Background: an optimization exercise with open tools, aiming at small area and a short achievable clock period. Do not read the settings as production practice.
The RTL was checked by simulation tests, not by an equivalence proof against the original design.
Power and IR drop assume default switching activity.

### flow/design.v
module viking_core (
    input  wire        clk,
    input  wire        rst,           
    input  wire [31:0] budget,        
    output wire        mem_req,
    output wire        mem_we,
    output wire [14:0] mem_addr,
    output wire [23:0] mem_wdata,
    input  wire [23:0] mem_rdata,
    input  wire        mem_ready,
    output wire        done,
    output wire [23:0] reg_a,
    output wire [23:0] reg_b,
    output wire [14:0] reg_x1,
    output wire [14:0] reg_x2,
    output wire [14:0] reg_x3,
    output wire [14:0] reg_pc,
    output wire        flag_overflow,
    output wire        flag_halted,
    output wire [63:0] cost_cycles,
    output wire        diag_valid,
    output wire [5:0]  diag_op,
    output wire [14:0] diag_fa
);
    localparam [5:0] OP_HLT = 6'o00, OP_XEC = 6'o02, OP_STB = 6'o03, OP_STA = 6'o05,
                     OP_ADD = 6'o10, OP_SUB = 6'o11, OP_SKG = 6'o12, OP_SKN = 6'o13,
                     OP_ANA = 6'o15, OP_ORA = 6'o16, OP_ERA = 6'o17,
                     OP_LDB = 6'o23, OP_LDA = 6'o24, OP_JSL = 6'o27,
                     OP_MPY = 6'o34, OP_DIV = 6'o35, OP_ARS = 6'o40, OP_ALS = 6'o41,
                     OP_TAB = 6'o55, OP_LDX = 6'o56, OP_IAB = 6'o57, OP_SIX = 6'o66,
                     OP_JPL = 6'o70, OP_JZE = 6'o71, OP_JMI = 6'o72, OP_JNZ = 6'o73,
                     OP_JMP = 6'o74, OP_NOP = 6'o77;
    localparam [1:0] S_F = 2'd0, S_I = 2'd1, S_E = 2'd2;
    reg [23:0] A, B;
    reg [14:0] X1, X2, X3, P;
    reg        overflow, halted;
    reg [63:0] cycles;
    reg [1:0]  st;
    reg        fresh;      
    reg [5:0]  op;
    reg [1:0]  xsel;
    reg [14:0] ea;
    reg [14:0] N;          
    reg [3:0]  depth;
    reg        bstop;      
    reg        az;         
    reg [23:0] M;          
    reg        k_mem, k_wr, k_bad, k_hlt, k_xec, k_jmp, k_jpl, k_jze, k_jmi, k_jnz;
    reg        k_sh, k_lda, k_ldb, k_ldx, k_tab, k_iab, k_als, k_w;
    reg        k_sta, k_stb, k_jsl, k_skg, k_skn, k_add, k_sub, k_ana, k_ora, k_era;
    reg        k_mpy, k_div;
    reg [5:0]  k_cost;
    reg        w_add, w_dif, w_swap, w_sgn, w_and, w_or, w_xor, w_mpy, w_div, w_dovf;
    reg        wp;
    reg        md_busy, md_div, md_fin, md_sgn, md_cin;
    reg [4:0]  md_cnt;
    reg [23:0] Cr;         
    wire stopped  = halted | bstop;
    wire boundary = (st == S_F) | fresh;
    assign done   = boundary & stopped & ~md_busy & ~wp;
    wire xec_lim = k_xec & (depth == 4'd8);
    wire op_halt = k_hlt | k_bad | xec_lim;
    wire taken   = k_jmp | k_xec | (k_jpl & ~A[23] & ~az) | (k_jze & az) |
                   (k_jmi & A[23]) | (k_jnz & ~az);
    wire [14:0] x_exec = (xsel == 2'd1) ? X1 : (xsel == 2'd2) ? X2 :
                         (xsel == 2'd3) ? X3 : 15'd0;
    wire e_hold  = (fresh & stopped) | md_busy;
    wire e_act   = (st == S_E) & ~e_hold;
    wire e_go    = e_act & (mem_ready | op_halt);
    wire e_fetch = ~k_mem & ~op_halt;       
    wire sel_ea = (st == S_I) | ((st == S_E) & (k_mem | taken));
    assign mem_addr  = sel_ea ? ea : N;
    assign mem_req   = (st == S_F) ? ~stopped :
                       (st == S_I) ? ~(fresh & stopped) : (e_act & ~op_halt);
    assign mem_we    = e_act & k_wr;
    assign mem_wdata = k_sta ? A : k_stb ? B : k_jsl ? {9'd0, N} : {9'd0, x_exec};
    wire [14:0] addr_inc = mem_addr + 15'd1;
    wire f_go = ((st == S_F) & ~stopped & mem_ready) | (e_go & e_fetch);
    wire [23:0] rd = mem_rdata;
    wire [5:0]  ro = rd[23:18];
    wire r_hlt = (ro == OP_HLT), r_xec = (ro == OP_XEC), r_stb = (ro == OP_STB),
         r_sta = (ro == OP_STA), r_add = (ro == OP_ADD), r_sub = (ro == OP_SUB),
         r_skg = (ro == OP_SKG), r_skn = (ro == OP_SKN), r_ana = (ro == OP_ANA),
         r_ora = (ro == OP_ORA), r_era = (ro == OP_ERA), r_ldb = (ro == OP_LDB),
         r_lda = (ro == OP_LDA), r_jsl = (ro == OP_JSL), r_mpy = (ro == OP_MPY),
         r_div = (ro == OP_DIV), r_ars = (ro == OP_ARS), r_als = (ro == OP_ALS),
         r_tab = (ro == OP_TAB), r_ldx = (ro == OP_LDX), r_iab = (ro == OP_IAB),
         r_six = (ro == OP_SIX), r_jpl = (ro == OP_JPL), r_jze = (ro == OP_JZE),
         r_jmi = (ro == OP_JMI), r_jnz = (ro == OP_JNZ), r_jmp = (ro == OP_JMP),
         r_nop = (ro == OP_NOP);
    wire r_impl = r_hlt | r_xec | r_stb | r_sta | r_add | r_sub | r_skg | r_skn | r_ana |
                  r_ora | r_era | r_ldb | r_lda | r_jsl | r_mpy | r_div | r_ars | r_als |
                  r_tab | r_ldx | r_iab | r_six | r_jpl | r_jze | r_jmi | r_jnz | r_jmp | r_nop;
    wire r_wr  = r_sta | r_stb | r_jsl | r_six;
    wire r_w   = r_add | r_sub | r_ana | r_ora | r_era | r_mpy | r_div;
    wire r_mem = r_wr | r_w | r_lda | r_ldb | r_skg | r_skn | (r_ldx & (rd[16:15] != 2'd0));
    reg [5:0] r_cost;
    always @(*) begin
        if (r_jpl | r_jze | r_jmi | r_jnz) r_cost = 6'd6;
        else if (r_mpy) r_cost = 6'd28;
        else if (r_div) r_cost = 6'd44;
        else if (r_ldx) r_cost = 6'd5;
        else if (r_mem | r_iab) r_cost = 6'd10;
        else r_cost = 6'd5;
    end
    wire [14:0] x_fetch = (rd[16:15] == 2'd1) ? X1 : (rd[16:15] == 2'd2) ? X2 :
                          (rd[16:15] == 2'd3) ? X3 : 15'd0;
    wire [14:0] ea_f = rd[14:0] + x_fetch;
    wire [5:0]  cost   = k_cost + (k_sh ? {1'b0, ea[4:0]} : 6'd0);
    wire [6:0]  c_lo   = {1'b0, cycles[5:0]} + {1'b0, (e_go ? cost : 6'd0)};
    wire [57:0] c_hi   = cycles[63:6] + {57'd0, c_lo[6]};
    wire [63:0] cycles_nx = {c_hi, c_lo[5:0]};
    wire        bstop_nx  = (budget != 32'd0) &&
                            ((cycles_nx[63:32] != 32'd0) || (cycles_nx[31:0] >= budget));
    wire        rd_zero = (rd[22:0] == 23'd0);
    wire        gt      = A[22:0] > rd[22:0];
    wire        eqm     = A[22:0] == rd[22:0];
    wire        a_neg   = A[23] & ~az;
    wire        r_neg   = rd[23] & ~rd_zero;
    wire        skg_gt  = (~a_neg & r_neg) | (~a_neg & ~r_neg & gt) |
                          (a_neg & r_neg & ~gt & ~eqm);
    wire        skip    = (k_skg & skg_gt) | (k_skn & ~(eqm & (A[23] == rd[23])));
    wire        m_sgn   = k_sub ? ~rd[23] : rd[23];
    wire        eff_sub = A[23] ^ m_sgn;
    wire [22:0] mA = A[22:0], mM = M[22:0];
    wire        div_step = w_div | (md_busy & md_div);
    wire        mpy_fin  = md_busy & md_fin;
    reg  [23:0] a1, b1;
    reg         c1;
    always @(*) begin
        if (div_step) begin
            a1 = {mA, B[22]};  b1 = {1'b1, ~mM}; c1 = 1'b1;
        end else if (mpy_fin) begin
            a1 = A;            b1 = Cr;          c1 = md_cin;
        end else if (w_swap) begin
            a1 = {1'b0, mM};   b1 = {1'b1, ~mA}; c1 = 1'b1;
        end else if (w_dif) begin
            a1 = {1'b0, mA};   b1 = {1'b1, ~mM}; c1 = 1'b1;
        end else begin
            a1 = {1'b0, mA};   b1 = {1'b0, mM};  c1 = 1'b0;
        end
    end
    wire [24:0] t1 = {1'b0, a1} + {1'b0, b1} + {24'd0, c1};
    wire        dq      = t1[24];
    wire [22:0] drem    = dq ? t1[22:0] : a1[22:0];
    wire        d_last  = md_busy & md_div & (md_cnt == 5'd0);
    wire        drem_nz = dq ? (a1 != {1'b0, mM}) : (a1 != 24'd0);
    wire        dq_nz   = dq | (B[21:0] != 22'd0);
    wire        mfirst = w_mpy;
    wire [27:0] cs_s   = mfirst ? 28'd0 : {4'd0, A};
    wire [27:0] cs_c   = mfirst ? 28'd0 : {4'd0, Cr};
    wire [27:0] pp0    = {5'd0, mM & {23{B[0]}}};
    wire [27:0] pp1    = {4'd0, mM & {23{B[1]}}, 1'b0};
    wire [27:0] pp2    = {3'd0, mM & {23{B[2]}}, 2'b0};
    wire [27:0] pp3    = {2'd0, mM & {23{B[3]}}, 3'b0};
    wire [27:0] l1s    = cs_s ^ cs_c ^ pp0;
    wire [27:0] l1c    = {((cs_s & cs_c) | (cs_s & pp0) | (cs_c & pp0)), 1'b0};
    wire [27:0] l2s    = pp1 ^ pp2 ^ pp3;
    wire [27:0] l2c    = {((pp1 & pp2) | (pp1 & pp3) | (pp2 & pp3)), 1'b0};
    wire [27:0] l3s    = l1s ^ l1c ^ l2s;
    wire [27:0] l3c    = {((l1s & l1c) | (l1s & l2s) | (l1c & l2s)), 1'b0};
    wire [27:0] l4s    = l3s ^ l3c ^ l2c;
    wire [27:0] l4c    = {((l3s & l3c) | (l3s & l2c) | (l3c & l2c)), 1'b0};
    wire [4:0]  mlow   = {1'b0, l4s[3:0]} + {1'b0, l4c[3:0]} + {4'd0, (mfirst ? 1'b0 : md_cin)};
    wire [23:0] mlo_in = mfirst ? {1'b0, B[22:0]} : B;
    function [22:0] rev23(input [22:0] v);
        integer i;
        begin
            for (i = 0; i < 23; i = i + 1) rev23[i] = v[22 - i];
        end
    endfunction
    wire [22:0] sh_in  = k_als ? rev23(A[22:0]) : A[22:0];
    wire [22:0] sh_r   = sh_in >> ea[4:0];
    wire [22:0] sh_out = k_als ? rev23(sh_r) : sh_r;
    reg [23:0] A_nx, B_nx;
    always @(*) begin
        A_nx = A;
        B_nx = B;
        if (e_go) begin
            if (k_lda) A_nx = rd;
            if (k_ldb) B_nx = rd;
            if (k_sh)  A_nx = {A[23], sh_out};
            if (k_tab) B_nx = A;
            if (k_iab) begin A_nx = B; B_nx = A; end
        end
        if (w_add | w_dif) A_nx = {w_sgn, t1[22:0]};
        if (w_and) A_nx = A & M;
        if (w_or)  A_nx = A | M;
        if (w_xor) A_nx = A ^ M;
        if (w_mpy | (md_busy & ~md_div & ~md_fin)) begin
            A_nx = l4s[27:4];
            B_nx = {mlow[3:0], mlo_in[23:4]};
        end
        if (mpy_fin) begin
            A_nx = {md_sgn, t1[21:0], B[23]};
            B_nx = {md_sgn, B[22:0]};
        end
        if (w_div) begin
            A_nx = {A[23], drem};
            B_nx = {A[23] ^ M[23], B[21:0], dq};
        end
        if (md_busy & md_div) begin
            A_nx = {A[23] & (~d_last | drem_nz), drem};
            B_nx = {B[23] & (~d_last | dq_nz), B[21:0], dq};
        end
    end
    always @(posedge clk) begin
        if (rst) begin
            A        <= 24'd0;
            B        <= 24'd0;
            az       <= 1'b1;
            X1       <= 15'd0;
            X2       <= 15'd0;
            X3       <= 15'd0;
            P        <= 15'd0;
            N        <= 15'd0;
            overflow <= 1'b0;
            halted   <= 1'b0;
            cycles   <= 64'd0;
            st       <= S_F;
            fresh    <= 1'b0;
            depth    <= 4'd0;
            bstop    <= 1'b0;
            wp       <= 1'b0;
            w_add    <= 1'b0;
            w_dif    <= 1'b0;
            w_swap   <= 1'b0;
            w_and    <= 1'b0;
            w_or     <= 1'b0;
            w_xor    <= 1'b0;
            w_mpy    <= 1'b0;
            w_div    <= 1'b0;
            w_dovf   <= 1'b0;
            md_busy  <= 1'b0;
        end else begin
            A      <= A_nx;
            B      <= B_nx;
            az     <= (A_nx[22:0] == 23'd0);
            cycles <= cycles_nx;
            bstop  <= bstop_nx;
            if (e_go & op_halt) halted <= 1'b1;
            wp     <= 1'b0;
            w_add  <= 1'b0;
            w_dif  <= 1'b0;
            w_swap <= 1'b0;
            w_and  <= 1'b0;
            w_or   <= 1'b0;
            w_xor  <= 1'b0;
            w_mpy  <= 1'b0;
            w_div  <= 1'b0;
            w_dovf <= 1'b0;
            if ((w_add & t1[23]) | w_dovf) overflow <= 1'b1;
            if (w_mpy | w_div) begin
                md_busy <= 1'b1;
                md_div  <= w_div;
                md_fin  <= 1'b0;
                md_cnt  <= w_div ? 5'd21 : 5'd4;
                md_cin  <= mlow[4];
                Cr      <= l4c[27:4];
            end
            if (md_busy) begin
                md_cnt <= md_cnt - 5'd1;
                if (md_fin) begin
                    md_busy <= 1'b0;
                end else if (!md_div) begin
                    md_cin <= mlow[4];
                    Cr     <= l4c[27:4];
                    if (md_cnt == 5'd0) md_fin <= 1'b1;
                end else if (md_cnt == 5'd0) begin
                    md_busy <= 1'b0;
                end
            end
            if (f_go) begin
                op     <= ro;
                xsel   <= rd[16:15];
                ea     <= ea_f;
                P      <= mem_addr;
                N      <= addr_inc;
                st     <= rd[17] ? S_I : S_E;
                k_mem  <= r_mem;
                k_wr   <= r_wr;
                k_bad  <= ~r_impl;
                k_hlt  <= r_hlt;
                k_xec  <= r_xec;
                k_jmp  <= r_jmp;
                k_jpl  <= r_jpl;
                k_jze  <= r_jze;
                k_jmi  <= r_jmi;
                k_jnz  <= r_jnz;
                k_sh   <= r_ars | r_als;
                k_als  <= r_als;
                k_lda  <= r_lda;
                k_ldb  <= r_ldb;
                k_ldx  <= r_ldx & (rd[16:15] != 2'd0);
                k_tab  <= r_tab;
                k_iab  <= r_iab;
                k_w    <= r_w;
                k_sta  <= r_sta;
                k_stb  <= r_stb;
                k_jsl  <= r_jsl;
                k_skg  <= r_skg;
                k_skn  <= r_skn;
                k_add  <= r_add;
                k_sub  <= r_sub;
                k_ana  <= r_ana;
                k_ora  <= r_ora;
                k_era  <= r_era;
                k_mpy  <= r_mpy;
                k_div  <= r_div;
                k_cost <= r_cost;
            end
            case (st)
                S_F: if (f_go) fresh <= 1'b0;
                S_I: if (mem_ready && !(fresh && stopped)) begin
                    ea <= rd[14:0];
                    st <= S_E;
                end
                default: if (e_go) begin
                    depth <= (k_xec & ~xec_lim) ? depth + 4'd1 : 4'd0;
                    if (op_halt) begin
                        st    <= S_F;
                        fresh <= 1'b0;
                        if (!k_hlt) begin P <= N; end
                        else        begin N <= P; end
                    end else if (k_mem) begin
                        st    <= S_F;
                        fresh <= 1'b0;
                        if (k_jsl) begin
                            P <= addr_inc;
                            N <= addr_inc;
                        end else if (skip) begin
                            P <= N + 15'd1;
                            N <= N + 15'd1;
                        end else begin
                            P <= N;
                        end
                        M      <= rd;
                        wp     <= k_w;
                        w_add  <= (k_add | k_sub) & ~eff_sub;
                        w_dif  <= (k_add | k_sub) & eff_sub;
                        w_swap <= (k_add | k_sub) & eff_sub & ~gt & ~eqm;
                        w_sgn  <= eff_sub ? (~eqm & (gt ? A[23] : m_sgn))
                                          : (A[23] & ~(az & rd_zero));
                        w_and  <= k_ana;
                        w_or   <= k_ora;
                        w_xor  <= k_era;
                        w_mpy  <= k_mpy;
                        w_div  <= k_div & ~(gt | eqm);
                        w_dovf <= k_div & (gt | eqm);
                        md_sgn <= (B[23] ^ rd[23]) & (B[22:0] != 23'd0) & ~rd_zero;
                        if (k_ldx) begin
                            case (xsel)
                                2'd1: X1 <= rd[14:0];
                                2'd2: X2 <= rd[14:0];
                                2'd3: X3 <= rd[14:0];
                                default: ;
                            endcase
                        end
                    end else begin
                        fresh <= ~k_xec;
                    end
                end
            endcase
        end
    end
    assign diag_valid    = e_act & (k_bad | xec_lim);
    assign diag_op       = op;
    assign diag_fa       = P;
    assign reg_a         = A;
    assign reg_b         = B;
    assign reg_x1        = X1;
    assign reg_x2        = X2;
    assign reg_x3        = X3;
    assign reg_pc        = P;
    assign flag_overflow = overflow;
    assign flag_halted   = halted;
    assign cost_cycles   = cycles;
endmodule
### flow/run.sh
#!/bin/bash
# synth_recipe.tcl (not shown) runs the flow's synth.tcl, then flattens the netlist and writes it again
# the make line also repeats each setting of config.mk as NAME=value (left out here)
make -C /OpenROAD-flow-scripts/flow DESIGN_CONFIG=/design/flow/config.mk WORK_HOME=/design/flow/orfs CLKGATE_MAP_FILE= SYNTH_SCRIPT=/design/flow/synth_recipe.tcl finish
### flow/config.mk
export PLATFORM = sky130hd
export DESIGN_NAME = viking_core
export DESIGN_NICKNAME = viking_core
export VERILOG_FILES = /design/flow/design.v
export SDC_FILE = /design/flow/constraint.sdc
export NUM_CORES = 4
export LEC_CHECK = 0
export CAP_MARGIN = 20
export CORE_MARGIN = 2
export CORE_UTILIZATION = 40
export PLACE_DENSITY = 0.6
export SLEW_MARGIN = 20
### flow/constraint.sdc
create_clock -name core_clock -period 12.0 [get_ports {clk}]
set_input_delay 2.4000 -clock core_clock [delete_from_list [all_inputs] [get_ports {clk}]]
set_output_delay 2.4000 -clock core_clock [all_outputs]
set_load 0.01 [all_outputs]
==> results of run 1 <==
power groups by stage:
stage / clock network, W / logic (W) / registers, W
detailed placement: 0 / 0.00139 / 0.00133
floorplan: 0 / 0.000848 / 0.00130
finish: 0.00135 / 0.00144 / 0.00132
CTS: 0.00137 / 0.00140 / 0.00131
global placement: 0 / 0.00139 / 0.00133
global route: 0.00140 / 0.00154 / 0.00132
state kept, by name, summed over array words and instances (netlist names), 4 cells and up:
register  count
A            24
depth         4
k_cost        6
Cr           24
ea           15
B            24
X2           15
M            24
cycles       64
op            6
P            15
X1           15
md_cnt        5
N            15
X3           15
per-stage QoR:
stage	utilization, %	power (W)	setup slack [ps]	cell area (um^2)
2_1_floorplan	-	0.00214	2860	31400
3_3_place_gp	45.4	0.00272	3130	35200
3_5_place_dp	45.4	0.00272	3100	35200
4_1_cts	47.2	0.00408	3700	36600
5_1_grt	47.2	0.00427	3320	36700
6_report	47.3	0.00411	3700	36700
kinds of logic after synthesis:
logic type | after synthesis | share of synthesized area, %
AND/OR/NAND/NOR | 1391 | 20.9
buffers and inverters | 600 | 7.54
adder cells (fa/ha/maj) | 262 | 12.7
flip-flops | 326 | 24.5
XOR/XNOR | 178 | 4.97
AO/OA/AOI/OAI | 1017 | 21.3
multiplexers | 216 | 8.03
how the worst max path moves through the flow:
| stage | startpoint | end | cells past startpoint |
|---|---|---|---|
| 5_1_grt | mem_ready | bstop | 31 |
| 6_report | mem_ready | bstop | 31 |
| 3_3_place_gp | mem_ready | bstop | 31 |
| 2_1_floorplan | mem_ready | bstop | 34 |
| 3_5_place_dp | mem_ready | bstop | 31 |
| 4_1_cts | mem_ready | bstop | 31 |
layout make-up:
class	count	area, um^2
antenna	6	15.0
clock buffer	56	1200
clock inverter	24	228
fill	7870	40900
inverter	282	1060
multi-input combinational	3064	21400
sequential	326	7700
tap	1040	1300
timing repair buffer	399	3760
cells in the final DEF, fill, tap and decap left out, types with 12 or more instances in the layout:
| cell type | count |
|---|---|
| a2111oi_0 | 19 |
| a211oi_1 | 138 |
| a21o_1 | 31 |
| a21oi_1 | 251 |
| a221oi_1 | 38 |
| a22oi_1 | 20 |
| a311oi_1 | 21 |
| a31oi_1 | 32 |
| and2_1 | 161 |
| and3_1 | 38 |
| buf_4 | 102 |
| clkbuf_16 | 46 |
| clkdlybuf4s50_1 | 295 |
| dfxtp_1 | 208 |
| edfxtp_1 | 117 |
| fa_1 | 95 |
| ha_1 | 167 |
| inv_1 | 276 |
| mux2_2 | 62 |
| mux2i_1 | 127 |
| mux4_2 | 21 |
| nand2_1 | 367 |
| nand2b_1 | 21 |
| nand3_1 | 71 |
| nand4_1 | 51 |
| nor2_1 | 420 |
| nor2b_1 | 51 |
| nor3_1 | 88 |
| nor4_1 | 47 |
| o211ai_1 | 43 |
| o21a_1 | 12 |
| o21ai_0 | 234 |
| o221ai_1 | 14 |
| o22ai_1 | 18 |
| o31ai_1 | 17 |
| or3_1 | 19 |
| xnor2_1 | 91 |
| xor2_1 | 87 |
worst register-to-register path: cells and delay by family (launching register included):
kind / cells / cell delay, ps
simple gates: 7 / 2840
compound gates: 6 / 1770
fa+ha+maj: 2 / 920
buf+inv: 2 / 610
flops: 1 / 550
mux: 1 / 340
per-layer routing:
layer | share of wire (%) | vias to the layer above | wire length [um] | track usage (%)
li1 | - | 14448 | - | -
met1 | 39 | 15500 | 54900 | 43.4
met2 | 44 | 2005 | 61500 | 52.1
met3 | 10 | 495 | 14600 | 7.42
met4 | 6.1 | 0 | 8550 | 18.0
met5 | 0 | - | 0 | 0
==> flow_summary.toml, run 1 <==
[hold_path]
min_path_cells = 1
min_from = "k_era"
hp-class = "flop to flop"
whs_endpoint = "w_xor"

[die]
die_h_um = 284
core-area_um2 = 77600
rows = 102
fp.dieW_um = 284
die_area_um2 = 80700
io_pins = 297
initial_core_util_pct = 40.4

[timing]
setup_viol = 0
finalHoldViolations = 0
period_minus_slack_ps = 8300
fin_tns_setup_ps = 0
slew_violations = 0
max_freq_mhz = 120
rsz0062_at_grt = "false"
holdWs_ps = 431
slew_headroom_pct = 20.3
fin_skew_ps = 37.8
fin_crit_sh_pct = 69.2
worst_pin_slew_ps = 1170

[routing]
ant_nets = 0
post_drt_wl_per_cell_um = 26.8
via_count = 32448
remaining_drc_errors = 0
drt-total-wl_um = 139000
post_drt_via_cell_ratio = 6.24
drt_iter0_drc = 3997
drt-pass1-iter-count = 8

[logic_synthesis]
postSynthAreaPerCell_um2 = 7.87
yosysUniqueCellTypes = 94
yosys_warnings = 1
synth_top_cell_by_area = "dfxtp_1"
synth_top_area_share_pct = 13.3
synthFlopType = "dfxtp_1"
ys_seq_area_share_pct = 24.5
synth_seq_cells = 326
syn_area_um2 = 31400
yosys-top-cells-count = "nor2_1, nand2_1, inv_1"
synthesis.nets = 4311
async_reset_ff_share_pct = 0
syn-instance-count = 3990
synth.most_common_cell = "nor2_1"
synthTopCellsByArea = "dfxtp_1, edfxtp_1, ha_1"
synth_edf_count = 117

[cells_and_area]
fin_nets = 4438
drive_gt1_share_pct = 7.49
area_growth_syn_to_layout_pct = 16.8
stdcell_count = 5197

[cts]
clockBufferDepth = 3
clkTransAtPathRegs_ps = 60
holdBufCountCts = 0
post_cts_resize_count = 0
cts_root_buf = "clkbuf_16"
clk_latency_ps = 610
clock-sinks = 326
cts_setup_buffers = 0
cts_htree_levels = 2
tritoncts = "done"
numCtsBuffers = 44

[power_and_ir_drop]
seqPwrFrac_pct = 32.1
p_clk_share_pct = 32.9
power.internal_w = 0.00252
p_sw_w = 0.00158
pwr-share-comb_pct = 35.1
sw_frac_of_total_pct = 38.6
p_per_area_nw_per_um2 = 112
ir_drop_uv = 89.1
p_leak_nw = 14.6

[status]
status = "timing/DRC/antenna clean"

[global_route]
antenna_found_initial = 7
grt_pass1_wl_um = 207000
grt_pass1_vias = 31015
grt_max_degree = 98
track_usage_pct = 33.5
overflow = 0

[critical_path]
reg2reg_depth = 18
start_kind = "input port"
arrival_ps = 8780
crit_fanout = 6
max_stage_delay_ps = 570
path_delay_family = "simple AND/OR/NAND/NOR gates"
worst-r2r-setup-slack_ps = 4840
crit_type = "input port to flop"
worstReg2RegEnd = "az"
cp_slowest_cell = "clkdlybuf4s50_1"
end_kind = "flop"
r2r-start = "md_fin"
required_ps = 12470
critPathBufInv = 4

[placed_design]
dpl.hpwl_um = 99900
gp_congestion = 1.02
numPortBuffers = 296
dp.cells = 5110

[run]
maxCapViolations = 0
Testbench counts, summed over its fixed seeds: clk cycles 292,368.
==> run 2, diff against run 1 <==
--- a/flow/design.v
+++ b/flow/design.v
@@ -41,6 +41,8 @@
     reg [1:0]  xsel;
     reg [14:0] ea;
     reg [14:0] N;          
+    reg [14:0] N2;         
+    reg        skipf;      
     reg [3:0]  depth;
     reg        bstop;      
     reg        az;         
@@ -69,12 +71,13 @@
     wire e_go    = e_act & (mem_ready | op_halt);
     wire e_fetch = ~k_mem & ~op_halt;       
     wire sel_ea = (st == S_I) | ((st == S_E) & (k_mem | taken));
-    assign mem_addr  = sel_ea ? ea : N;
+    assign mem_addr  = sel_ea ? ea : (skipf ? N2 : N);
     assign mem_req   = (st == S_F) ? ~stopped :
                        (st == S_I) ? ~(fresh & stopped) : (e_act & ~op_halt);
     assign mem_we    = e_act & k_wr;
     assign mem_wdata = k_sta ? A : k_stb ? B : k_jsl ? {9'd0, N} : {9'd0, x_exec};
     wire [14:0] addr_inc = mem_addr + 15'd1;
+    wire [14:0] addr_in2 = {mem_addr[14:1] + 14'd1, mem_addr[0]};
     wire f_go = ((st == S_F) & ~stopped & mem_ready) | (e_go & e_fetch);
     wire [23:0] rd = mem_rdata;
     wire [5:0]  ro = rd[23:18];
@@ -107,11 +110,18 @@
                           (rd[16:15] == 2'd3) ? X3 : 15'd0;
     wire [14:0] ea_f = rd[14:0] + x_fetch;
     wire [5:0]  cost   = k_cost + (k_sh ? {1'b0, ea[4:0]} : 6'd0);
-    wire [6:0]  c_lo   = {1'b0, cycles[5:0]} + {1'b0, (e_go ? cost : 6'd0)};
-    wire [57:0] c_hi   = cycles[63:6] + {57'd0, c_lo[6]};
-    wire [63:0] cycles_nx = {c_hi, c_lo[5:0]};
-    wire        bstop_nx  = (budget != 32'd0) &&
-                            ((cycles_nx[63:32] != 32'd0) || (cycles_nx[31:0] >= budget));
+    wire [63:0] cycles_sum = cycles + {58'd0, cost};
+    wire [33:0] bo1 = {2'b00, cycles[31:0]};
+    wire [33:0] bo2 = {2'b00, ~budget};
+    wire [33:0] bo3 = {28'd0, k_cost};
+    wire [33:0] bo4 = {29'd0, (k_sh ? ea[4:0] : 5'd0)};
+    wire [33:0] bs1 = bo1 ^ bo2 ^ bo3;
+    wire [33:0] bc1 = {((bo1 & bo2) | (bo1 & bo3) | (bo2 & bo3)), 1'b0};
+    wire [33:0] bs2 = bs1 ^ bc1 ^ bo4;
+    wire [33:0] bc2 = {((bs1 & bc1) | (bs1 & bo4) | (bc1 & bo4)), 1'b0};
+    wire [33:0] bsum = bs2 + bc2 + 34'd1;
+    wire        bstop_sum = (budget != 32'd0) &&
+                            ((cycles[63:32] != 32'd0) || (bsum[33:32] != 2'd0));
     wire        rd_zero = (rd[22:0] == 23'd0);
     wire        gt      = A[22:0] > rd[22:0];
     wire        eqm     = A[22:0] == rd[22:0];
@@ -123,14 +133,11 @@
     wire        m_sgn   = k_sub ? ~rd[23] : rd[23];
     wire        eff_sub = A[23] ^ m_sgn;
     wire [22:0] mA = A[22:0], mM = M[22:0];
-    wire        div_step = w_div | (md_busy & md_div);
     wire        mpy_fin  = md_busy & md_fin;
     reg  [23:0] a1, b1;
     reg         c1;
     always @(*) begin
-        if (div_step) begin
-            a1 = {mA, B[22]};  b1 = {1'b1, ~mM}; c1 = 1'b1;
-        end else if (mpy_fin) begin
+        if (mpy_fin) begin
             a1 = A;            b1 = Cr;          c1 = md_cin;
         end else if (w_swap) begin
             a1 = {1'b0, mM};   b1 = {1'b1, ~mA}; c1 = 1'b1;
@@ -141,11 +148,23 @@
         end
     end
     wire [24:0] t1 = {1'b0, a1} + {1'b0, b1} + {24'd0, c1};
-    wire        dq      = t1[24];
-    wire [22:0] drem    = dq ? t1[22:0] : a1[22:0];
+    wire [23:0] da      = {mA, B[22]};
+    wire [24:0] td      = {1'b0, da} + {1'b0, 1'b1, ~mM} + 25'd1;
+    wire        dq      = td[24];
+    wire [22:0] drem    = dq ? td[22:0] : da[22:0];
+    wire [23:0] a2s     = {td[22:0], B[21]};            
+    wire [23:0] a2r     = {mA[21:0], B[22], B[21]};     
+    wire [24:0] t2s     = {1'b0, a2s} + {1'b0, 1'b1, ~mM} + 25'd1;
+    wire [24:0] t2r     = {1'b0, a2r} + {1'b0, 1'b1, ~mM} + 25'd1;
+    wire [23:0] a2      = dq ? a2s : a2r;
+    wire        dq2     = dq ? t2s[24] : t2r[24];
+    wire [22:0] drem2   = dq ? (t2s[24] ? t2s[22:0] : a2s[22:0])
+                             : (t2r[24] ? t2r[22:0] : a2r[22:0]);
     wire        d_last  = md_busy & md_div & (md_cnt == 5'd0);
-    wire        drem_nz = dq ? (a1 != {1'b0, mM}) : (a1 != 24'd0);
-    wire        dq_nz   = dq | (B[21:0] != 22'd0);
+    wire        nz_s    = t2s[24] ? (a2s != {1'b0, mM}) : (a2s != 24'd0);
+    wire        nz_r    = t2r[24] ? (a2r != {1'b0, mM}) : (a2r != 24'd0);
+    wire        drem_nz = dq ? nz_s : nz_r;
+    wire        dq_nz   = dq | dq2 | (B[20:0] != 21'd0);
     wire        mfirst = w_mpy;
     wire [27:0] cs_s   = mfirst ? 28'd0 : {4'd0, A};
     wire [27:0] cs_c   = mfirst ? 28'd0 : {4'd0, Cr};
@@ -199,9 +218,15 @@
             A_nx = {A[23], drem};
             B_nx = {A[23] ^ M[23], B[21:0], dq};
         end
+    end
+    wire az_nx = (md_busy & md_div) ? ~drem_nz : (A_nx[22:0] == 23'd0);
+    reg [23:0] A_d, B_d;
+    always @(*) begin
+        A_d = A_nx;
+        B_d = B_nx;
         if (md_busy & md_div) begin
-            A_nx = {A[23] & (~d_last | drem_nz), drem};
-            B_nx = {B[23] & (~d_last | dq_nz), B[21:0], dq};
+            A_d = {A[23] & (~d_last | drem_nz), drem2};
+            B_d = {B[23] & (~d_last | dq_nz), B[20:0], dq, dq2};
         end
     end
     always @(posedge clk) begin
@@ -214,6 +239,8 @@
             X3       <= 15'd0;
             P        <= 15'd0;
             N        <= 15'd0;
+            N2       <= 15'd1;
+            skipf    <= 1'b0;
             overflow <= 1'b0;
             halted   <= 1'b0;
             cycles   <= 64'd0;
@@ -233,11 +260,11 @@
             w_dovf   <= 1'b0;
             md_busy  <= 1'b0;
         end else begin
-            A      <= A_nx;
-            B      <= B_nx;
-            az     <= (A_nx[22:0] == 23'd0);
-            cycles <= cycles_nx;
-            bstop  <= bstop_nx;
+            A      <= A_d;
+            B      <= B_d;
+            az     <= az_nx;
+            if (e_go) cycles <= cycles_sum;
+            if (e_go) bstop  <= bstop_sum;
             if (e_go & op_halt) halted <= 1'b1;
             wp     <= 1'b0;
             w_add  <= 1'b0;
@@ -254,7 +281,7 @@
                 md_busy <= 1'b1;
                 md_div  <= w_div;
                 md_fin  <= 1'b0;
-                md_cnt  <= w_div ? 5'd21 : 5'd4;
+                md_cnt  <= w_div ? 5'd10 : 5'd4;
                 md_cin  <= mlow[4];
                 Cr      <= l4c[27:4];
             end
@@ -276,6 +303,8 @@
                 ea     <= ea_f;
                 P      <= mem_addr;
                 N      <= addr_inc;
+                N2     <= addr_in2;
+                skipf  <= 1'b0;
                 st     <= rd[17] ? S_I : S_E;
                 k_mem  <= r_mem;
                 k_wr   <= r_wr;
@@ -326,13 +355,12 @@
                         st    <= S_F;
                         fresh <= 1'b0;
                         if (k_jsl) begin
-                            P <= addr_inc;
-                            N <= addr_inc;
-                        end else if (skip) begin
-                            P <= N + 15'd1;
-                            N <= N + 15'd1;
+                            P  <= addr_inc;
+                            N  <= addr_inc;
+                            N2 <= addr_in2;
                         end else begin
-                            P <= N;
+                            P     <= N;
+                            skipf <= skip;
                         end
                         M      <= rd;
                         wp     <= k_w;
@@ -371,7 +399,7 @@
     assign reg_x1        = X1;
     assign reg_x2        = X2;
     assign reg_x3        = X3;
-    assign reg_pc        = P;
+    assign reg_pc        = skipf ? N2 : P;
     assign flag_overflow = overflow;
     assign flag_halted   = halted;
     assign cost_cycles   = cycles;
==> flow/flow/run.sh (new file) <==
#!/bin/bash
set -uo pipefail
bash standard.sh SETUP_SLACK_MARGIN=7 finish > standard_make.log 2>&1
status=$?
exit $status
==> flow/standard.sh (new file) <==
#!/bin/bash
# synth_recipe.tcl (not shown) runs the flow's synth.tcl, then flattens the netlist and writes it again
# the make line also repeats each setting of config.mk as NAME=value (left out here)
make -C /OpenROAD-flow-scripts/flow DESIGN_CONFIG=/design/flow/config.mk WORK_HOME=/design/flow/orfs CLKGATE_MAP_FILE= SYNTH_SCRIPT=/design/flow/synth_recipe.tcl "${@:-finish}"
removed: flow/run.sh
==> run 2 against run 1 <==
Against the previous run: global-route usage up 2.0 points; area after synthesis up 15%; wire length up 24%; total power up 46%; clock skew down 7.2 ps; critical endpoint is now az; largest power group unchanged; highest routed layer is now met5.
==> flow_summary.toml, run 2 <==
[status]
status = "timing/DRC/antenna clean"

[run]
maxCapViolations = 0

[logic_synthesis]
synth.most_common_cell = "nand2_1"
ys_seq_area_share_pct = 22.3
synthesis.nets = 5144
synth_top_cell_by_area = "dfxtp_1"
synth_edf_count = 117
synthFlopType = "dfxtp_1"
synth_top_area_share_pct = 12.5
yosys_warnings = 1
async_reset_ff_share_pct = 0
yosysUniqueCellTypes = 93
synthTopCellsByArea = "dfxtp_1, ha_1, edfxtp_1"
yosys-top-cells-count = "nand2_1, nor2_1, a21oi_1"
postSynthAreaPerCell_um2 = 7.67
syn-instance-count = 4690
synth_seq_cells = 342
syn_area_um2 = 36000

[timing]
period_minus_slack_ps = 5220
slew_violations = 0
max_freq_mhz = 191
slew_headroom_pct = 13.0
rsz0062_at_grt = "true"
worst_pin_slew_ps = 1300
setup_viol = 0
finalHoldViolations = 0
fin_ws_ps = 6780
fin_tns_setup_ps = 0
fin_crit_sh_pct = 43.5
fin_skew_ps = 30.6

[critical_path]
path_delay_family = "adder cells"
crit_fanout = 16
end_kind = "flop"
critPathBufInv = 4
crit_chain = "buf_4 > inv_1 > nor2_1 > fa_1 > inv_1 > fa_1 > inv_1 > fa_1 > a2111oi_0 > a31oi_1 > a221o_1 > nor4_4 > nand4_1 > o221ai_1"
required_ps = 12510
start_kind = "flop"
cp_slowest_cell = "a2111oi_0"
max_stage_delay_ps = 780
crit_type = "flop to flop"
arrival_ps = 5730

[placed_design]
dpl.hpwl_um = 123000
gp_congestion = 1.07
dp.cells = 5969
place_ws_ps = 5680
numPortBuffers = 296
postPlaceCellArea_um2 = 40200

[global_route]
grt_pass1_wl_um = 246000
grt_pass1_vias = 36103
overflow = 0
track_usage_pct = 35.6
grt_max_degree = 82
antenna_found_initial = 8

[die]
io_pins = 297
fp.dieW_um = 304
core-area_um2 = 88800
die_h_um = 304
rows = 109
initial_core_util_pct = 40.5
die_area_um2 = 92300

[cts]
holdBufCountCts = 0
clockBufferDepth = 3
cts_root_buf = "clkbuf_16"
clock-sinks = 342
numCtsBuffers = 44
tritoncts = "done"
clkTransAtPathRegs_ps = 60
cts_htree_levels = 2
clk_latency_ps = 610

[routing]
drt_iter0_drc = 4442
drt-pass1-iter-count = 6
post_drt_wl_per_cell_um = 28.0
via_count = 38524
remaining_drc_errors = 0
drt-total-wl_um = 172000
ant_nets = 0
post_drt_via_cell_ratio = 6.27

[cells_and_area]
final_cell_area_um2 = 43600
fin_nets = 5401
final_cell_mix = "nand2_1, nor2_1, a21oi_1, inv_1, o21ai_0"
drive_gt1_share_pct = 11.5
area_growth_syn_to_layout_pct = 21.3
regMostFlops = "cycles"
largest_register_ffs = 64
final_common_cell = "nand2_1"
stdcell_count = 6149

[hold_path]
hp-class = "flop to flop"

[power_and_ir_drop]
ir_drop_uv = 97.4
p_leak_nw = 18.2
p_per_area_nw_per_um2 = 137
## run 2: cell type report
type                       count  area [um^2]
fill                        8793        45200
multi-input combinational   3715        26500
sequential                   342         8030
timing repair buffer         506         4710
tap                         1165         1460
inverter                     338         1290
clock buffer                  58         1290
clock inverter                23          298
antenna                        2         5.00
## run 2: per-stage QoR
stage | power (W) | util (%) | hold WS [ps]
floorplan | 0.00312 | - | 423
global placement | 0.00417 | 45.3 | 446
detailed placement | 0.00418 | 45.3 | 446
CTS | 0.00580 | 48.2 | 459
global route | 0.00622 | 49.1 | 491
finish | 0.00598 | 49.1 | 476
## run 2: cells by family (layout without fill, tap and decap cells)
| kind of cell | after synthesis | count (layout) | synth area share (%) |
|---|---|---|---|
| simple gates | 1639 | 1642 | 21.1 |
| xor+xnor | 204 | 204 | 4.97 |
| fa+ha+maj | 395 | 395 | 16.0 |
| other cells | 0 | 2 | 0 |
| mux | 182 | 182 | 5.89 |
| buf+inv | 636 | 925 | 6.71 |
| flops | 342 | 342 | 22.3 |
| compound gates | 1292 | 1292 | 23.0 |
## run 2: where the power goes
part           switching [W]  internal, W  leakage [nW]  total, W
Sequential          0.000117      0.00132          2.93   0.00143
Combinational        0.00193      0.00114          14.5   0.00306
Clock               0.000612     0.000873         0.783   0.00148
Total                0.00265      0.00333          18.2   0.00598
## run 2: path summary, 6_finish.rpt
path         start  endpoint  slack [ps]  cells after the start
min          k_era     w_xor         480                      1
max reg2reg   A[8]        az        6780                     14
min reg2reg  k_era     w_xor         480                      1
max           A[8]        az        6780                     14
## run 2: per-layer routing
| layer | track usage, % | wire length (um) | up-vias |
|---|---|---|---|
| li1 | - | - | 17239 |
| met4 | 19.3 | 10700 | 10 |
| met2 | 56.3 | 76900 | 2311 |
| met3 | 8.82 | 18500 | 566 |
| met1 | 44.5 | 66300 | 18398 |
| met5 | 0 | 76 | - |
## run 2: what timing repair did
item	4_1_cts	5_1_grt
pin swaps	19	50
setup buffers	51	41
gates cloned	5	0
gates resized for setup	163	163
endpoints found under the setup margin	94	80
hold endpoints to repair	0	0
Testbench counts of run 2, summed over its fixed seeds: clk cycles 269,191.
==> run 3, diff against run 2 <==
--- a/flow/design.v
+++ b/flow/design.v
@@ -48,10 +48,8 @@
     reg        az;         
     reg [23:0] M;          
     reg        k_mem, k_wr, k_bad, k_hlt, k_xec, k_jmp, k_jpl, k_jze, k_jmi, k_jnz;
-    reg        k_sh, k_lda, k_ldb, k_ldx, k_tab, k_iab, k_als, k_w;
-    reg        k_sta, k_stb, k_jsl, k_skg, k_skn, k_add, k_sub, k_ana, k_ora, k_era;
-    reg        k_mpy, k_div;
-    reg [5:0]  k_cost;
+    reg        k_sta, k_stb, k_jsl;
+    reg        k_free;     
     reg        w_add, w_dif, w_swap, w_sgn, w_and, w_or, w_xor, w_mpy, w_div, w_dovf;
     reg        wp;
     reg        md_busy, md_div, md_fin, md_sgn, md_cin;
@@ -60,13 +58,29 @@
     wire stopped  = halted | bstop;
     wire boundary = (st == S_F) | fresh;
     assign done   = boundary & stopped & ~md_busy & ~wp;
+    wire k_sh  = (op == OP_ARS) | (op == OP_ALS), k_als = (op == OP_ALS);
+    wire k_lda = (op == OP_LDA), k_ldb = (op == OP_LDB), k_tab = (op == OP_TAB);
+    wire k_iab = (op == OP_IAB), k_ldx = (op == OP_LDX);
+    wire k_skg = (op == OP_SKG), k_skn = (op == OP_SKN), k_add = (op == OP_ADD);
+    wire k_sub = (op == OP_SUB), k_ana = (op == OP_ANA), k_ora = (op == OP_ORA);
+    wire k_era = (op == OP_ERA), k_mpy = (op == OP_MPY), k_div = (op == OP_DIV);
+    wire k_w   = k_add | k_sub | k_ana | k_ora | k_era | k_mpy | k_div;
+    reg [5:0] k_cost;
+    always @(*) begin
+        if ((op == OP_JPL) | (op == OP_JZE) | (op == OP_JMI) | (op == OP_JNZ)) k_cost = 6'd6;
+        else if (k_mpy) k_cost = 6'd28;
+        else if (k_div) k_cost = 6'd44;
+        else if (k_ldx) k_cost = 6'd5;
+        else if (k_mem | k_iab) k_cost = 6'd10;
+        else k_cost = 6'd5;
+    end
     wire xec_lim = k_xec & (depth == 4'd8);
     wire op_halt = k_hlt | k_bad | xec_lim;
     wire taken   = k_jmp | k_xec | (k_jpl & ~A[23] & ~az) | (k_jze & az) |
                    (k_jmi & A[23]) | (k_jnz & ~az);
     wire [14:0] x_exec = (xsel == 2'd1) ? X1 : (xsel == 2'd2) ? X2 :
                          (xsel == 2'd3) ? X3 : 15'd0;
-    wire e_hold  = (fresh & stopped) | md_busy;
+    wire e_hold  = (fresh & stopped) | (md_busy & ~k_free);
     wire e_act   = (st == S_E) & ~e_hold;
     wire e_go    = e_act & (mem_ready | op_halt);
     wire e_fetch = ~k_mem & ~op_halt;       
@@ -97,15 +111,6 @@
     wire r_wr  = r_sta | r_stb | r_jsl | r_six;
     wire r_w   = r_add | r_sub | r_ana | r_ora | r_era | r_mpy | r_div;
     wire r_mem = r_wr | r_w | r_lda | r_ldb | r_skg | r_skn | (r_ldx & (rd[16:15] != 2'd0));
-    reg [5:0] r_cost;
-    always @(*) begin
-        if (r_jpl | r_jze | r_jmi | r_jnz) r_cost = 6'd6;
-        else if (r_mpy) r_cost = 6'd28;
-        else if (r_div) r_cost = 6'd44;
-        else if (r_ldx) r_cost = 6'd5;
-        else if (r_mem | r_iab) r_cost = 6'd10;
-        else r_cost = 6'd5;
-    end
     wire [14:0] x_fetch = (rd[16:15] == 2'd1) ? X1 : (rd[16:15] == 2'd2) ? X2 :
                           (rd[16:15] == 2'd3) ? X3 : 15'd0;
     wire [14:0] ea_f = rd[14:0] + x_fetch;
@@ -316,27 +321,10 @@
                 k_jze  <= r_jze;
                 k_jmi  <= r_jmi;
                 k_jnz  <= r_jnz;
-                k_sh   <= r_ars | r_als;
-                k_als  <= r_als;
-                k_lda  <= r_lda;
-                k_ldb  <= r_ldb;
-                k_ldx  <= r_ldx & (rd[16:15] != 2'd0);
-                k_tab  <= r_tab;
-                k_iab  <= r_iab;
-                k_w    <= r_w;
                 k_sta  <= r_sta;
+                k_free <= r_xec | r_jmp | r_jsl | r_hlt | ~r_impl | r_ldx | r_nop | r_six;
                 k_stb  <= r_stb;
                 k_jsl  <= r_jsl;
-                k_skg  <= r_skg;
-                k_skn  <= r_skn;
-                k_add  <= r_add;
-                k_sub  <= r_sub;
-                k_ana  <= r_ana;
-                k_ora  <= r_ora;
-                k_era  <= r_era;
-                k_mpy  <= r_mpy;
-                k_div  <= r_div;
-                k_cost <= r_cost;
             end
             case (st)
                 S_F: if (f_go) fresh <= 1'b0;
@@ -362,7 +350,7 @@
                             P     <= N;
                             skipf <= skip;
                         end
-                        M      <= rd;
+                        if (k_w) M <= rd;
                         wp     <= k_w;
                         w_add  <= (k_add | k_sub) & ~eff_sub;
                         w_dif  <= (k_add | k_sub) & eff_sub;
@@ -375,7 +363,7 @@
                         w_mpy  <= k_mpy;
                         w_div  <= k_div & ~(gt | eqm);
                         w_dovf <= k_div & (gt | eqm);
-                        md_sgn <= (B[23] ^ rd[23]) & (B[22:0] != 23'd0) & ~rd_zero;
+                        if (k_mpy) md_sgn <= (B[23] ^ rd[23]) & (B[22:0] != 23'd0) & ~rd_zero;
                         if (k_ldx) begin
                             case (xsel)
                                 2'd1: X1 <= rd[14:0];
==> run 3 against run 2 <==
Against the previous run: final area shrank 0.11%; sequential share of layout area shrank 1.5 points; die area shrank 4.4%; fmax shrank 4.1%; sequential power shrank 12%; non-clock buffer count grew 94; clock skew grew 10 ps; clock power shrank 5%; combinational power shrank 39%; worst hold slack lost 13 ps; critical path type is now flop to primary output.
==> flow_summary.toml, run 3 <==
[logic_synthesis]
synthFlopType = "dfxtp_1"
async_reset_ff_share_pct = 0
syn-instance-count = 4474
yosys_warnings = 1
synth_top_area_share_pct = 13.1
synthTopCellsByArea = "dfxtp_1, ha_1, edfxtp_1"
ys_seq_area_share_pct = 21.4
yosys-top-cells-count = "nor2_1, nand2_1, a21oi_1"
synth_top_cell_by_area = "dfxtp_1"
yosysUniqueCellTypes = 104
postSynthAreaPerCell_um2 = 7.68
syn_area_um2 = 34300
synthesis.nets = 4927
synth_seq_cells = 320
synth_edf_count = 95
synth.most_common_cell = "nor2_1"

[routing]
via_count = 37931
drt-total-wl_um = 170000
post_drt_wl_per_cell_um = 28.3
remaining_drc_errors = 0
ant_nets = 0
drt-pass1-iter-count = 9
drt_iter0_drc = 4968
post_drt_via_cell_ratio = 6.30

[global_route]
overflow = 0
grt_max_degree = 160
track_usage_pct = 36.9
grt_pass1_vias = 35780
antenna_found_initial = 9
grt_pass1_wl_um = 246000

[placed_design]
numPortBuffers = 296
gp_congestion = 1.07
place_ws_ps = 5270
dp.cells = 5736
postPlaceCellArea_um2 = 38600
dpl.hpwl_um = 120000

[critical_path]
cp_slowest_cell = "clkdlybuf4s50_1"
arrival_ps = 3050
critPathBufInv = 3
crit_type = "flop to primary output"
max_stage_delay_ps = 600
reg2reg_depth = 14
crit_fanout = 12
worstReg2RegEnd = "az"
endpoint = "mem_wdata[5]"
path_delay_family = "compound AO/OA/AOI/OAI gates"
end_kind = "primary output"
worst-r2r-setup-slack_ps = 6980
start_kind = "flop"
crit_chain = "buf_4 > nor2b_4 > buf_12 > a221oi_2 > a211oi_2 > a211oi_1 > a21oi_2 > clkdlybuf4s50_1"
crit_start = "xsel[1]"
required_ps = 9600
cp.depth = 8
r2r-start = "A[13]"

[timing]
fin_tns_setup_ps = 0
fin_crit_sh_pct = 45.4
rsz0062_at_grt = "true"
setup_viol = 0
fin_skew_ps = 40.8
slew_violations = 0
fin_ws_ps = 6550
worst_pin_slew_ps = 1160
max_freq_mhz = 184
finalHoldViolations = 0
slew_headroom_pct = 21.5
period_minus_slack_ps = 5450

[cells_and_area]
finish.utilization_pct = 51.2
stdcell_count = 6018
nFillCells = 8243
regMostFlops = "cycles"
drive_gt1_share_pct = 16.1
area_growth_syn_to_layout_pct = 26.9
final_cell_area_um2 = 43600
fin_nets = 5287
final_common_cell = "nor2_1"
largest_register_ffs = 64
final_cell_mix = "nor2_1, nand2_1, a21oi_1, o21ai_0, inv_1"

[cts]
tritoncts = "done"
numCtsBuffers = 43
cts_root_buf = "clkbuf_16"
clkTransAtPathRegs_ps = 60
clockBufferDepth = 3
cts_htree_levels = 2
clk_latency_ps = 630
clock-sinks = 320

[die]
rows = 107
die_h_um = 297
initial_core_util_pct = 40.3
die_area_um2 = 88200
fp.dieW_um = 297
io_pins = 297
core-area_um2 = 85100

[power_and_ir_drop]
p_per_area_nw_per_um2 = 104
p_leak_nw = 17.8
ir_drop_uv = 112

[run]
maxCapViolations = 0

[status]
status = "timing/DRC/antenna clean"

[hold_path]
hp-class = "flop to flop"
## run 3: changes by cell type in the layout (fill, tap and decap cells not counted), sizes merged, moves of 14 or more
cell    before  now
buf        216  313
nand2      565  471
nor2       441  482
mux2i      115   86
inv        331  307
edfxtp     117   95
a31oi       27   45
clkbuf      66   81
nor3       104   89
nand3       84   70
o21a        39   25
## run 3: worst min path at each step
stage / from / end / slack, ps / cells after the start
final: N2[2] / N2[2] / 460 / 2
after global routing: N2[2] / N2[2] / 500 / 2
after CTS: N2[2] / N2[2] / 460 / 2
after detailed placement: N2[2] / N2[2] / 450 / 2
after global placement: N2[2] / N2[2] / 440 / 2
after floorplan: w_div / md_div / 410 / 0
## run 3: kinds of logic (layout without fill, tap and decap cells)
kind of cell / count (synthesis) / after routing / synth area share (%)
AOI/OAI and AO/OA: 1263 / 1263 / 23.7
DFF: 320 / 320 / 21.4
other: 0 / 6 / 0
and+or+nand+nor: 1539 / 1541 / 21.0
xor gates and xnor gates: 199 / 199 / 5.07
muxes: 150 / 150 / 5.31
buffers and inverters: 609 / 1001 / 6.78
adders and majority gates: 394 / 394 / 16.7
## run 3: where the power goes
group          leakage, nW  switching [W]  internal [W]
Clock                0.718       0.000593      0.000804
Sequential            2.72      0.0000734       0.00118
Combinational         14.3        0.00115      0.000717
## run 3: tightest hold or removal path, stage by stage (launching register included)
cell	delay (ps)
dfxtp_1	310
nand2_1	50
a21oi_1	50
## run 3: through the flow
stage | hold WS, ps | power, W
floorplan | 406 | 0.00219
global placement | 443 | 0.00280
detailed placement | 448 | 0.00280
CTS | 456 | 0.00437
global route | 496 | 0.00467
finish | 463 | 0.00452
## run 3: what timing repair did
action                                 4_1_cts  5_1_grt
hold buffers                                 0        0
setup buffers                              135       57
endpoints found under the hold margin        0        0
setup endpoints to repair                  179       90
gates cloned                                 3        2
gates resized for setup                    326      226
pin swaps                                   77      118
## run 3: layout make-up
class	count	area (um^2)	area share (%)
timing repair buffer	600	5510	12.6
inverter	322	1280	2.93
sequential	320	7370	16.9
clock inverter	13	159	0.365
tap	1144	1430	3.29
clock buffer	66	1310	3.01
multi-input combinational	3547	26500	60.8
antenna	6	15.0	0.0345
## run 3: routing by layer
layer | up-vias | wire length [um] | global-route usage, %
met5 | - | 69 | 0
met4 | 10 | 12900 | 24.0
met3 | 659 | 21200 | 11.1
met2 | 2579 | 71800 | 54.7
met1 | 17978 | 64300 | 46.6
li1 | 16705 | - | -
Testbench counts of run 3, summed over its fixed seeds: clk cycles 266,924.
==> run 4, diff against run 3 <==
--- a/flow/design.v
+++ b/flow/design.v
@@ -48,7 +48,7 @@
     reg        az;         
     reg [23:0] M;          
     reg        k_mem, k_wr, k_bad, k_hlt, k_xec, k_jmp, k_jpl, k_jze, k_jmi, k_jnz;
-    reg        k_sta, k_stb, k_jsl;
+    reg        k_sta, k_stb, k_jsl, k_six1, k_six2, k_six3;
     reg        k_free;     
     reg        w_add, w_dif, w_swap, w_sgn, w_and, w_or, w_xor, w_mpy, w_div, w_dovf;
     reg        wp;
@@ -89,7 +89,9 @@
     assign mem_req   = (st == S_F) ? ~stopped :
                        (st == S_I) ? ~(fresh & stopped) : (e_act & ~op_halt);
     assign mem_we    = e_act & k_wr;
-    assign mem_wdata = k_sta ? A : k_stb ? B : k_jsl ? {9'd0, N} : {9'd0, x_exec};
+    assign mem_wdata = ({24{k_sta}} & A) | ({24{k_stb}} & B) | ({24{k_jsl}} & {9'd0, N}) |
+                       ({24{k_six1}} & {9'd0, X1}) | ({24{k_six2}} & {9'd0, X2}) |
+                       ({24{k_six3}} & {9'd0, X3});
     wire [14:0] addr_inc = mem_addr + 15'd1;
     wire [14:0] addr_in2 = {mem_addr[14:1] + 14'd1, mem_addr[0]};
     wire f_go = ((st == S_F) & ~stopped & mem_ready) | (e_go & e_fetch);
@@ -111,9 +113,11 @@
     wire r_wr  = r_sta | r_stb | r_jsl | r_six;
     wire r_w   = r_add | r_sub | r_ana | r_ora | r_era | r_mpy | r_div;
     wire r_mem = r_wr | r_w | r_lda | r_ldb | r_skg | r_skn | (r_ldx & (rd[16:15] != 2'd0));
-    wire [14:0] x_fetch = (rd[16:15] == 2'd1) ? X1 : (rd[16:15] == 2'd2) ? X2 :
-                          (rd[16:15] == 2'd3) ? X3 : 15'd0;
-    wire [14:0] ea_f = rd[14:0] + x_fetch;
+    wire [14:0] ea_x1 = rd[14:0] + X1;
+    wire [14:0] ea_x2 = rd[14:0] + X2;
+    wire [14:0] ea_x3 = rd[14:0] + X3;
+    wire [14:0] ea_f  = (rd[16:15] == 2'd1) ? ea_x1 : (rd[16:15] == 2'd2) ? ea_x2 :
+                        (rd[16:15] == 2'd3) ? ea_x3 : rd[14:0];
     wire [5:0]  cost   = k_cost + (k_sh ? {1'b0, ea[4:0]} : 6'd0);
     wire [63:0] cycles_sum = cycles + {58'd0, cost};
     wire [33:0] bo1 = {2'b00, cycles[31:0]};
@@ -302,6 +306,7 @@
                     md_busy <= 1'b0;
                 end
             end
+            if ((st == S_E) && !md_busy) M <= rd;
             if (f_go) begin
                 op     <= ro;
                 xsel   <= rd[16:15];
@@ -322,6 +327,9 @@
                 k_jmi  <= r_jmi;
                 k_jnz  <= r_jnz;
                 k_sta  <= r_sta;
+                k_six1 <= r_six & (rd[16:15] == 2'd1);
+                k_six2 <= r_six & (rd[16:15] == 2'd2);
+                k_six3 <= r_six & (rd[16:15] == 2'd3);
                 k_free <= r_xec | r_jmp | r_jsl | r_hlt | ~r_impl | r_ldx | r_nop | r_six;
                 k_stb  <= r_stb;
                 k_jsl  <= r_jsl;
@@ -350,7 +358,6 @@
                             P     <= N;
                             skipf <= skip;
                         end
-                        if (k_w) M <= rd;
                         wp     <= k_w;
                         w_add  <= (k_add | k_sub) & ~eff_sub;
                         w_dif  <= (k_add | k_sub) & eff_sub;
==> run 4 against run 3 <==
Against the previous run: clock-buffer cell count shrank 13; sequential share of layout area shrank 0.15 points; non-clock buffer count grew 7; final area grew 2.0%; synthesized cell count grew 3.6%; area after synthesis grew 3.7%; worst hold slack lost 9.0 ps; worst setup slack gained 320 ps; die area grew 3.6%; critical path type unchanged; critical endpoint is now mem_addr[8].
==> flow_summary.toml, run 4 <==
[critical_path]
worst-r2r-setup-slack_ps = 7010
critPathBufInv = 6
crit_type = "flop to primary output"
r2r-start = "A[0]"
start_kind = "flop"
worstReg2RegEnd = "B[0]"
reg2reg_depth = 18
crit_fanout = 4
crit_chain = "or3_1 > a221oi_2 > o21ai_2 > a21oi_2 > buf_6 > buf_6 > buf_16 > buf_6 > mux2i_4 > inv_2 > buf_6"
crit_path_frequent_cell = "buf_6"
end_kind = "primary output"
arrival_ps = 2730
required_ps = 9600
path_delay_family = "buffers and inverters"
cp_slowest_cell = "edfxtp_1"
max_stage_delay_ps = 410
cp.depth = 11

[placed_design]
dp.cells = 5942
numPortBuffers = 296
gp_congestion = 1.03
dpl.hpwl_um = 129000

[global_route]
grt_pass1_wl_um = 261000
grt_pass1_vias = 37802
grt_max_degree = 73
track_usage_pct = 38.6
antenna_found_initial = 7
overflow = 0

[cells_and_area]
area_growth_syn_to_layout_pct = 24.8
finish.utilization_pct = 50.3
fin_nets = 5490
largest_register_ffs = 64
final_cell_mix = "nor2_1, nand2_1, a21oi_1, ha_1, o21ai_0"
drive_gt1_share_pct = 14.2
final_common_cell = "nor2_1"
stdcell_count = 6212
regMostFlops = "cycles"

[power_and_ir_drop]
ir_drop_uv = 118
p_per_area_nw_per_um2 = 94.5
p_clk_share_pct = 32.9
p_sw_w = 0.00159
power.internal_w = 0.00261
sw_frac_of_total_pct = 37.9
seqPwrFrac_pct = 30.1
pwr-share-comb_pct = 37.0
p_leak_nw = 18.4

[logic_synthesis]
synth_seq_cells = 323
synth_top_cell_by_area = "dfxtp_1"
yosys_warnings = 1
synthFlopType = "dfxtp_1"
synthesis.nets = 5116
async_reset_ff_share_pct = 0
syn_area_um2 = 35600
ys_seq_area_share_pct = 20.9
synth_top_area_share_pct = 12.6
synth_edf_count = 98
synth.most_common_cell = "nor2_1"
syn-instance-count = 4633
synthTopCellsByArea = "dfxtp_1, ha_1, edfxtp_1"
yosys-top-cells-count = "nor2_1, a21oi_1, nand2_1"
postSynthAreaPerCell_um2 = 7.69
yosysUniqueCellTypes = 96

[cts]
tritoncts = "done"
holdBufCountCts = 0
clk_latency_ps = 600
cts_htree_levels = 2
clockBufferDepth = 3
cts_root_buf = "clkbuf_16"
clock-sinks = 323
numCtsBuffers = 42
clkTransAtPathRegs_ps = 60

[hold_path]
whs_endpoint = "overflow"
min_path_cells = 2
min_from = "w_dovf"
hp-class = "flop to flop"

[timing]
fin_crit_sh_pct = 42.8
fin_tns_setup_ps = 0
max_freq_mhz = 195
rsz0062_at_grt = "true"
setup_viol = 0
finalHoldViolations = 0
slew_headroom_pct = 23.8
period_minus_slack_ps = 5130
worst_pin_slew_ps = 1140
slew_violations = 0
fin_skew_ps = 25.9

[routing]
post_drt_via_cell_ratio = 6.41
remaining_drc_errors = 0
post_drt_wl_per_cell_um = 29.4
drt-pass1-iter-count = 6
ant_nets = 0
via_count = 39831
drt-total-wl_um = 182000
drt_iter0_drc = 4886

[die]
io_pins = 297
fp.dieW_um = 302
initial_core_util_pct = 40.3
rows = 109
die_h_um = 302
core-area_um2 = 88400
die_area_um2 = 91400

[run]
maxCapViolations = 0

[status]
status = "timing/DRC/antenna clean"
## run 4: worst register-to-register path, cell delays in order (launching register included)
cell and delay [ps]:
dfxtp_1 350, buf_4 370, fa_2 330, a21oi_2 90, o311a_4 420, a21o_1 260
buf_4 160, xnor2_1 430, ha_1 400, or2_2 340, a21oi_1 430, o31ai_4 150
a41o_4 260, buf_8 170, mux2_2 330, nor2_1 100, nor3_1 70, a21oi_1 150
nor2_1 50
## run 4: worst max path at each step
stage / endpoint / slack [ps] / start
global route: mem_addr[8] / 6790 / k_mem
floorplan: az / 7000 / md_busy
detailed placement: az / 5280 / mem_ready
CTS: mem_addr[8] / 6840 / k_xec
global placement: az / 5350 / mem_ready
finish: mem_addr[8] / 6870 / k_mem
## run 4: logic make-up after synthesis
group,Yosys count,synth area share (%)
AO/OA/AOI/OAI,1321,23.7
adder cells (fa/ha/maj),424,17.2
AND/OR/NAND/NOR,1618,21.7
buffers and inverters,609,6.49
multiplexers,124,4.62
flip-flops,323,20.9
XOR/XNOR,214,5.26
## run 4: metrics by stage
stage / worst slack (ps) / hold slack [ps] / total power, W / area [um^2]
after floorplan: 7000 / 406 / 0.00205 / 35700
after global placement: 5350 / 435 / 0.00257 / 40100
after detailed placement: 5280 / 438 / 0.00257 / 40100
after CTS: 6840 / 454 / 0.00410 / 43200
after global routing: 6790 / 470 / 0.00434 / 44400
final: 6870 / 454 / 0.00420 / 44500
## run 4: power by group through the flow
stage	registers, W	logic (W)	clock network [W]
after floorplan	0.00125	0.000801	0
after global placement	0.00129	0.00128	0
final	0.00127	0.00155	0.00138
after global routing	0.00127	0.00165	0.00143
after detailed placement	0.00129	0.00128	0
after CTS	0.00126	0.00145	0.00139
## run 4: final cells by class
| cell class | count | area, um^2 |
|---|---|---|
| fill | 8750 | 43900 |
| multi-input combinational | 3703 | 27000 |
| sequential | 323 | 7460 |
| timing repair buffer | 607 | 5740 |
| tap | 1165 | 1460 |
| inverter | 330 | 1310 |
| clock buffer | 53 | 1160 |
| clock inverter | 24 | 290 |
| antenna | 7 | 17.5 |
## run 4: what timing repair did
item / 4_1_cts / 5_1_grt
pin swaps: 26 / 68
cloned: 6 / 4
resized for setup: 295 / 158
buffers inserted: 100 / 76
hold endpoints to repair: 0 / 0
setup endpoints to repair: 182 / 65
## run 4: per-layer routing
metal  up-vias  GRT usage, %  part of all wire, %  wire, um
met4         6          24.5                  7.7     14100
met3       691          7.79                   10     18500
li1      17431             -                    -         -
met5         -             0                0.018        32
met1     19131          49.0                   39     70400
met2      2572          60.0                   44     79400
Testbench counts of run 4, summed over its fixed seeds: clk cycles 266,924.
==> run 5, diff against run 4 <==
--- a/flow/config.mk
+++ b/flow/config.mk
@@ -8,5 +8,6 @@
 export CAP_MARGIN = 20
 export CORE_MARGIN = 2
 export CORE_UTILIZATION = 40
+export GPL_ROUTABILITY_DRIVEN = 0
 export PLACE_DENSITY = 0.6
 export SLEW_MARGIN = 20
==> run 5 against run 4 <==
Against the previous run: clock skew rose by 7.1 ps; die area unchanged; area after synthesis unchanged; wire length fell by 7.3%; combinational power shrank 3%; global-route usage shrank 2.6 points; flip-flop and latch count did not move; critical path type is now flop to flop; critical endpoint is now az.
==> flow_summary.toml, run 5 <==
[cts]
clock-sinks = 323
cts_root_buf = "clkbuf_16"
cts_htree_levels = 2
clk_latency_ps = 640
clkTransAtPathRegs_ps = 60

[logic_synthesis]
synthFlopType = "dfxtp_1"
synthTopCellsByArea = "dfxtp_1, ha_1, edfxtp_1"
synth_edf_count = 98
synth.most_common_cell = "nor2_1"
synthesis.nets = 5116
ys_seq_area_share_pct = 20.9
synth_seq_cells = 323
async_reset_ff_share_pct = 0
postSynthAreaPerCell_um2 = 7.69
yosys_warnings = 1

[placed_design]
numPortBuffers = 296
dp.cells = 5937

[routing]
via_count = 39720
highest_layer = "met5"
drt-pass1-iter-count = 8
remaining_drc_errors = 0
ant_nets = 0
drt-total-wl_um = 169000
post_drt_via_cell_ratio = 6.44
met1_length_um = 62400

[hold_path]
min_path_cells = 2
min_from = "w_dovf"
whs_endpoint = "overflow"

[timing]
slew_headroom_pct = 24.1
fin_tns_setup_ps = 0
finalHoldViolations = 0
slew_violations = 0
fin_crit_sh_pct = 43.5
max_freq_mhz = 192
fin_skew_ps = 33.0
period_minus_slack_ps = 5210

[die]
rows = 109
fp.dieW_um = 302
initial_core_util_pct = 40.3
die_h_um = 302
io_pins = 297
die_area_um2 = 91400

[critical_path]
crit_chain = "inv_1 > ha_1 > and3_1 > nand3_1 > a2111oi_1 > or3_1 > nor2_4 > buf_4 > a31oi_1 > o21ai_0 > a2111oi_0 > nor4_1 > and4_1 > nand4b_1 > o221ai_1"
start_kind = "flop"
worstReg2RegEnd = "az"
reg2reg_depth = 15
worst-r2r-setup-slack_ps = 6790
max_stage_delay_ps = 740
r2r-start = "M[17]"
critPathBufInv = 2
crit_type = "flop to flop"
arrival_ps = 5680

[power_and_ir_drop]
p_clk_share_pct = 33.3
p_per_area_nw_per_um2 = 94.5
power.internal_w = 0.00258
ir_drop_uv = 127
sw_frac_of_total_pct = 37.8
pwr-share-comb_pct = 36.2

[global_route]
grt_pass1_wl_um = 247000
grt_max_degree = 71
track_usage_pct = 36.0
grt_pass1_vias = 37171
overflow = 0

[run]
maxCapViolations = 0

[cells_and_area]
stdcell_count = 6171
drive_gt1_share_pct = 12.8
fin_nets = 5445
final_common_cell = "nor2_1"
area_growth_syn_to_layout_pct = 23.2
largest_register_ffs = 64

[status]
status = "timing/DRC/antenna clean"
==> run 5: cell counts after synthesis <==
Identical to the previous run, type by type.
==> run 5: final cells by class <==
type	instances	area (um^2)
Fill cell	8747	44500
Multi-Input combinational cell	3701	26900
Sequential cell	323	7460
Timing Repair Buffer	564	5310
Tap cell	1165	1460
Inverter	330	1270
Clock buffer	56	1180
Clock inverter	22	260
Antenna cell	10	25.0
==> run 5: worst register-to-register path: stages, from the launching register on <==
cell	delay [ps]
edfxtp_1	580
inv_1	270
ha_1	450
and3_1	230
nand3_1	230
a2111oi_1	630
or3_1	550
nor2_4	150
buf_4	300
a31oi_1	230
o21ai_0	120
a2111oi_0	740
nor4_1	140
and4_1	230
nand4b_1	90
o221ai_1	120
==> run 5: logic make-up after synthesis <==
group                      Yosys count  synth area share (%)
AOI/OAI and AO/OA                 1321                  23.7
xor gates and xnor gates           214                  5.26
adders and majority gates          424                  17.2
buffers and inverters              609                  6.49
DFF                                323                  20.9
muxes                              124                  4.62
and+or+nand+nor                   1618                  21.7
==> run 5: metal layers <==
layer	vias up	GRT usage [%]
met5	-	0.104
met3	834	12.6
li1	17342	-
met2	2804	53.5
met4	22	21.5
met1	18718	44.9
==> run 5: worst max path at each step <==
| stage | start | end | slack [ps] | depth (start not counted) |
|---|---|---|---|---|
| 2_1_floorplan | md_busy | az | 7000 | 20 |
| 3_3_place_gp | mem_rdata[1] | w_sgn | 5690 | 15 |
| 3_5_place_dp | mem_rdata[1] | w_sgn | 5650 | 15 |
| 4_1_cts | k_mem | mem_addr[0] | 6870 | 10 |
| 5_1_grt | md_fin | az | 6720 | 20 |
| 6_report | M[17] | az | 6790 | 15 |
==> run 5: through the flow <==
step	setup slack [ps]	hold slack (ps)	area, um^2	power (W)	util [%]
finish	6790	449	43900	0.00415	49.7
CTS	6870	453	43100	0.00403	48.8
floorplan	7000	406	35700	0.00205	-
detailed placement	5650	443	40000	0.00253	45.3
global placement	5690	443	40000	0.00252	45.3
global route	6720	466	43900	0.00429	49.6
==> run 5: power by group through the flow <==
stage | clock network (W) | logic, W | registers, W
after floorplan | 0 | 0.000801 | 0.00125
after global placement | 0 | 0.00124 | 0.00129
after detailed placement | 0 | 0.00124 | 0.00129
after CTS | 0.00139 | 0.00139 | 0.00126
after global routing | 0.00143 | 0.00159 | 0.00127
final | 0.00138 | 0.00150 | 0.00126
==> run 5: timing repair <==
item	in CTS	in global routing
setup buffers	94	46
resized for setup	274	106
pin swaps	22	31
setup endpoints to repair	150	73
gates cloned	5	1

Setup slack of run 5, layout unchanged: 6.785 ns with ideal ports, 6.771 ns with driving cells assumed (clock clkbuf_16, inputs buf_2), 6.419 ns with port delays also shifted by the 0.698 ns mid clock arrival.
